From an optimization exercise on the open Yosys and OpenROAD flow, aimed at small area, a short achievable clock period and few clock cycles per item; shortcuts taken in it are not production practice.
At most, simulation tests tie the RTL to the original design; equivalence was not proved.
No activity file was given, so power comes from the tool's default toggle rates.

==> flow/design.v <==
module ssp_xform (
    input  wire        clk,
    input  wire        rst,
    input  wire        cfg_we,
    input  wire [7:0]  cfg_addr,
    input  wire [15:0] cfg_wdata,
    input  wire        cmd_valid,
    output wire        cmd_ready,
    input  wire [63:0] cmd_word,
    output wire        mem_en,
    output wire [14:0] mem_addr,
    input  wire [7:0]  mem_rdata,
    output reg         res_valid,
    input  wire        res_ready,
    output reg  [31:0] res_data,
    output wire [3:0]  res_err
);
    localparam AW = 15;
    reg [AW-1:0]   amask;
    reg [AW:0]     bussize;
    reg [AW:0]     srclen;
    reg            dshare;
    reg [5:0]      gsh;
    reg [4*AW-1:0] aord;     
    reg [3*8-1:0]  dord;     
    reg [3*8-1:0]  eord;
    reg [5*32-1:0] gord;     
    always @(posedge clk) begin
        if (cfg_we) begin
            case (cfg_addr)
                8'h10: amask   <= cfg_wdata[AW-1:0];
                8'h11: bussize <= cfg_wdata[AW:0];
                8'h12: srclen  <= cfg_wdata[AW:0];
                8'h13: dshare  <= cfg_wdata[0];
                8'h16: gsh     <= 6'd32 - cfg_wdata[5:0];
                default: ;
            endcase
        end
    end
    genvar k;
    generate
        for (k = 0; k < AW; k = k + 1) begin : g_aord_wr
            always @(posedge clk)
                if (cfg_we && cfg_addr == 8'h20 + k)
                    aord[4*k +: 4] <= cfg_wdata[3:0];
        end
        for (k = 0; k < 8; k = k + 1) begin : g_dord_wr
            always @(posedge clk) begin
                if (cfg_we && cfg_addr == 8'h40 + k)
                    dord[3*k +: 3] <= cfg_wdata[2:0];
                if (cfg_we && cfg_addr == 8'h48 + k)
                    eord[3*k +: 3] <= cfg_wdata[2:0];
            end
        end
        for (k = 0; k < 32; k = k + 1) begin : g_gord_wr
            always @(posedge clk)
                if (cfg_we && cfg_addr == 8'h60 + k)
                    gord[5*k +: 5] <= cfg_wdata[4:0];
        end
    endgenerate
    reg  s_full;
    reg  rdy_q;
    wire go = !s_full;
    assign cmd_ready = rdy_q;
    wire [7:0] w_op  = cmd_word[7:0];
    wire [1:0] w_sel = cmd_word[9:8];
    wire w_rsv8  = |cmd_word[31:10];
    wire w_perm  = (w_op == 8'h10) && !w_rsv8;
    wire w_memop = (w_op[7:1] == 7'h10);
    wire w_mem   = w_memop && !w_rsv8 && (w_sel == 2'd0);
    reg        a_valid;
    reg        a_perm;       
    reg        a_mem;        
    reg [1:0]  a_sel;
    reg        a_isd;        
    reg        a_ise;
    reg        a_op0;
    reg [31:0] a_x;
    always @(posedge clk) begin
        if (rst)
            a_valid <= 1'b0;
        else if (go)
            a_valid <= cmd_valid && rdy_q;
        if (go) begin
            a_perm  <= w_perm;
            a_mem   <= w_mem;
            a_sel   <= w_sel;
            a_isd   <= (w_sel == 2'd1);
            a_ise   <= (w_sel == 2'd2);
            a_op0   <= w_op[0];
            a_x     <= {cmd_word[63:32+AW],
                        cmd_word[32+AW-1:32] ^ (amask & {AW{w_memop}})};
        end
    end
    wire a_isg = !(a_isd || a_ise);
    wire [AW-1:0] pa;
    wire [31:0]   gb;
    generate
        for (k = 0; k < AW; k = k + 1) begin : g_abank
            wire [15:0] xv = {1'b0, a_x[AW-1:0]};
            assign pa[k] = xv[aord[4*(14-k) +: 4]];
        end
        for (k = 0; k < 32; k = k + 1) begin : g_gbank
            wire [4:0] idx;
            if (k < 8) begin : g_de
                assign idx = ({5{a_isg}} & gord[5*(31-k) +: 5]) |
                             ({5{a_isd}} & {2'b0, dord[3*(7-k) +: 3]}) |
                             ({5{a_ise}} & {2'b0, eord[3*(7-k) +: 3]});
            end else begin : g_g
                assign idx = gord[5*(31-k) +: 5];
            end
            assign gb[k] = a_x[idx];
        end
    endgenerate
    wire oor  = (|a_x[31:16]) || ({a_x[15], a_x[AW-1:0] ^ amask} >= bussize);
    wire phys = ({1'b0, pa} >= srclen);
    wire ill  = !(a_mem || a_perm) || (a_perm && a_sel == 2'd2 && dshare);
    reg          b_valid;
    reg          b_fetch;      
    reg [AW-1:0] b_pa;         
    reg [AW-1:0] b_lo;         
    reg [31:AW]  b_hi;         
    reg          b_km;         
    reg          b_ka;         
    reg          b_kd;
    reg          b_kg;
    reg [1:0]    b_err;
    reg          b_use_e;
    always @(posedge clk) begin
        if (rst) begin
            b_valid <= 1'b0;
            b_fetch <= 1'b0;
        end else if (go) begin
            b_valid <= a_valid;
            b_fetch <= a_valid && a_mem && !oor && !phys;
        end
        if (go) begin
            b_pa    <= pa;
            b_lo    <= a_mem ? a_x[AW-1:0] : gb[AW-1:0];
            b_hi    <= a_mem ? a_x[31:AW]  : gb[31:AW];
            b_km    <= a_mem;
            b_ka    <= a_perm && a_sel == 2'd0;
            b_kd    <= a_perm && (a_sel == 2'd1 || (a_sel == 2'd2 && !dshare));
            b_kg    <= a_perm && a_sel == 2'd3;
            b_err   <= ill    ? 2'd3 :
                       !a_mem ? 2'd0 :
                       oor    ? 2'd1 :
                       phys   ? 2'd2 : 2'd0;
            b_use_e <= a_op0 && !dshare;
        end
    end
    assign mem_en   = b_fetch;
    assign mem_addr = b_pa;
    wire [31:0] b_g     = {b_hi, b_lo} >> gsh;
    wire [31:0] b_data  = ({32{b_km}} & {b_hi, b_lo ^ amask}) |
                          ({32{b_ka}} & {17'd0, b_pa}) |
                          ({32{b_kd}} & {24'd0, b_lo[7:0]}) |
                          ({32{b_kg}} & b_g);
    reg        c_valid;
    reg        c_fetch;      
    reg        c_fresh;      
    reg        c_use_e;
    reg [1:0]  c_err;
    reg [31:0] c_data;
    wire [7:0] dx;
    generate
        for (k = 0; k < 8; k = k + 1) begin : g_dperm
            wire [2:0] di = c_use_e ? eord[3*(7-k) +: 3] : dord[3*(7-k) +: 3];
            assign dx[k] = mem_rdata[di];
        end
    endgenerate
    wire c_fix = c_fresh && c_fetch && !go;
    always @(posedge clk) begin
        if (rst) begin
            c_valid <= 1'b0;
            c_fetch <= 1'b0;
            c_fresh <= 1'b0;
        end else if (go) begin
            c_valid <= b_valid;
            c_fetch <= b_fetch;
            c_fresh <= 1'b1;
        end else begin
            c_fresh <= 1'b0;
            if (c_fix) c_fetch <= 1'b0;
        end
        if (go) begin
            c_use_e <= b_use_e;
            c_err   <= b_err;
            c_data  <= b_data;
        end else if (c_fix) begin
            c_data  <= {24'd0, dx};
        end
    end
    wire [31:0] c_res_data = c_fetch ? {24'd0, dx} : c_data;
    wire [2:0]  c_res_err  = {c_err != 2'd0, c_err == 2'd3, c_err == 2'd2};
    reg [2:0]  r_err;
    reg [31:0] s_data;
    reg [2:0]  s_err;
    assign res_err = {1'b0, r_err};
    wire take = res_valid && res_ready;
    always @(posedge clk)
        rdy_q <= s_full ? take : (!res_valid || take || !c_valid);
    always @(posedge clk) begin
        if (rst) begin
            res_valid <= 1'b0;
            s_full    <= 1'b0;
        end else if (s_full) begin
            if (take) s_full <= 1'b0;
        end else begin
            if (!res_valid || take)
                res_valid <= c_valid;
            else if (c_valid)
                s_full <= 1'b1;
        end
        if (s_full) begin
            if (take) begin
                res_data <= s_data;
                r_err    <= s_err;
            end
        end else if (!res_valid || take) begin
            res_data <= c_res_data;
            r_err    <= c_res_err;
        end
        if (go) begin
            s_data <= c_res_data;
            s_err  <= c_res_err;
        end
    end
endmodule
export LEC_CHECK = 0
export ABC_CLOCK_PERIOD_IN_PS = 3000
export CAP_MARGIN = 20
export CORE_MARGIN = 2
export CORE_UTILIZATION = 60
export SLEW_MARGIN = 20
create_clock -name core_clock -period 10.0 [get_ports {clk}]
standard.sh (not shown) runs the stock make flow with config.mk's settings and CLKGATE_MAP_FILE= SYNTH_SCRIPT=/design/flow/synth_recipe.tcl, a recipe that flattens the netlist after the stock synthesis.
==> flow/flow/run.sh <==
#!/bin/bash
set -euo pipefail
MARGIN=$(cat flow/margin.txt)
bash standard.sh SETUP_SLACK_MARGIN=$MARGIN \
  "BUFFER_PORTS_ARGS=-buffer_cell sky130_fd_sc_hd__buf_2" \
  "CTS_ARGS=-sink_clustering_enable -repair_clock_nets -dont_use_dummy_load -sink_clustering_size 25 -sink_clustering_max_diameter 120" \
  finish > flow_make.log 2>&1
==> flow/flow/margin.txt <==
6.5
Edit:
--- a/flow/design.v
+++ b/flow/design.v
@@ -69,6 +69,7 @@
     wire w_memop = (w_op[7:1] == 7'h10);
     wire w_mem   = w_memop && !w_rsv8 && (w_sel == 2'd0);
     reg        a_valid;
+    reg        a_vmem;       
     reg        a_perm;       
     reg        a_mem;        
     reg [1:0]  a_sel;
@@ -77,10 +78,13 @@
     reg        a_op0;
     reg [31:0] a_x;
     always @(posedge clk) begin
-        if (rst)
+        if (rst) begin
             a_valid <= 1'b0;
-        else if (go)
+            a_vmem  <= 1'b0;
+        end else if (go) begin
             a_valid <= cmd_valid && rdy_q;
+            a_vmem  <= cmd_valid && rdy_q && w_mem;
+        end
         if (go) begin
             a_perm  <= w_perm;
             a_mem   <= w_mem;
@@ -113,8 +117,26 @@
         end
     endgenerate
     wire oor  = (|a_x[31:16]) || ({a_x[15], a_x[AW-1:0] ^ amask} >= bussize);
-    wire phys = ({1'b0, pa} >= srclen);
-    wire ill  = !(a_mem || a_perm) || (a_perm && a_sel == 2'd2 && dshare);
+    wire [15:0] ph_g0 = {1'b0, pa & ~srclen[AW-1:0]};
+    wire [15:0] ph_e0 = {~srclen[AW], ~(pa ^ srclen[AW-1:0])};
+    wire [7:0]  ph_g1, ph_e1;
+    wire [3:0]  ph_g2, ph_e2;
+    wire [1:0]  ph_g3, ph_e3;
+    generate
+        for (k = 0; k < 8; k = k + 1) begin : g_ph1
+            assign ph_g1[k] = ph_g0[2*k+1] | (ph_e0[2*k+1] & ph_g0[2*k]);
+            assign ph_e1[k] = ph_e0[2*k+1] & ph_e0[2*k];
+        end
+        for (k = 0; k < 4; k = k + 1) begin : g_ph2
+            assign ph_g2[k] = ph_g1[2*k+1] | (ph_e1[2*k+1] & ph_g1[2*k]);
+            assign ph_e2[k] = ph_e1[2*k+1] & ph_e1[2*k];
+        end
+        for (k = 0; k < 2; k = k + 1) begin : g_ph3
+            assign ph_g3[k] = ph_g2[2*k+1] | (ph_e2[2*k+1] & ph_g2[2*k]);
+            assign ph_e3[k] = ph_e2[2*k+1] & ph_e2[2*k];
+        end
+    endgenerate
+    wire phys = ph_g3[1] | (ph_e3[1] & (ph_g3[0] | ph_e3[0]));
     reg          b_valid;
     reg          b_fetch;      
     reg [AW-1:0] b_pa;         
@@ -124,7 +146,7 @@
     reg          b_ka;         
     reg          b_kd;
     reg          b_kg;
-    reg [1:0]    b_err;
+    reg          b_oor;
     reg          b_use_e;
     always @(posedge clk) begin
         if (rst) begin
@@ -132,7 +154,7 @@
             b_fetch <= 1'b0;
         end else if (go) begin
             b_valid <= a_valid;
-            b_fetch <= a_valid && a_mem && !oor && !phys;
+            b_fetch <= a_vmem && !oor && !phys;
         end
         if (go) begin
             b_pa    <= pa;
@@ -142,10 +164,7 @@
             b_ka    <= a_perm && a_sel == 2'd0;
             b_kd    <= a_perm && (a_sel == 2'd1 || (a_sel == 2'd2 && !dshare));
             b_kg    <= a_perm && a_sel == 2'd3;
-            b_err   <= ill    ? 2'd3 :
-                       !a_mem ? 2'd0 :
-                       oor    ? 2'd1 :
-                       phys   ? 2'd2 : 2'd0;
+            b_oor   <= oor;
             b_use_e <= a_op0 && !dshare;
         end
     end
@@ -185,7 +204,10 @@
         end
         if (go) begin
             c_use_e <= b_use_e;
-            c_err   <= b_err;
+            c_err   <= (b_ka || b_kd || b_kg) ? 2'd0 :
+                       !b_km   ? 2'd3 :
+                       b_oor   ? 2'd1 :
+                       !b_fetch ? 2'd2 : 2'd0;
             c_data  <= b_data;
         end else if (c_fix) begin
             c_data  <= {24'd0, dx};
Utilization stays flat.
Register-to-register slack improved by 0.15 ns.
Global-route usage drops by 0.19 points.
Area after synthesis drops slightly.
Worst setup slack improved by 0.14 ns.
Via count drops slightly.
Routed wire length drops slightly.
Maximum frequency climbs by a few percent.
Total power drops slightly.
Non-clock buffer count drops by 4.
Clock-buffer cell count stays the same.
Testbench counts after the change, summed over its fixed seeds: cycles 16,032, items 16,000.
Only the layout flow was run in the first run of this note; the RTL was not checked for function there.

port drivers added, routing unchanged:
The results above use ideal ports. As a check the final layouts listed here were re-extracted and re-timed, cells and wires unchanged.
Step 1 sets driving cells, clkbuf_16 on the clock port and buf_2 on the other inputs (assumed; they add their load-dependent delay and slew).
Step 2 adds t to the input delays and takes it off the output delays; t is the mean of the earliest and latest rising clock arrival at the registers after step 1. Input paths then give back, and output paths get back, about the clock's delay inside the block.
Three values: ideal ports, drivers, drivers and shift; two values: the first two.
| run | shift t [ns] | setup WS [ns] | clock arrival spread, ns |
|---|---|---|---|
| the first run | 0.643 | 6.422 / 6.422 / 5.987 | 0.076 / 0.077 |
| the second run | 0.654 | 6.558 / 6.565 / 5.946 | 0.070 / 0.070 |
After both steps setup and hold are still met in every run listed. The setup slack of the second run, which loses most, moves by +0.007 ns with the drivers and by -0.612 ns with both steps.
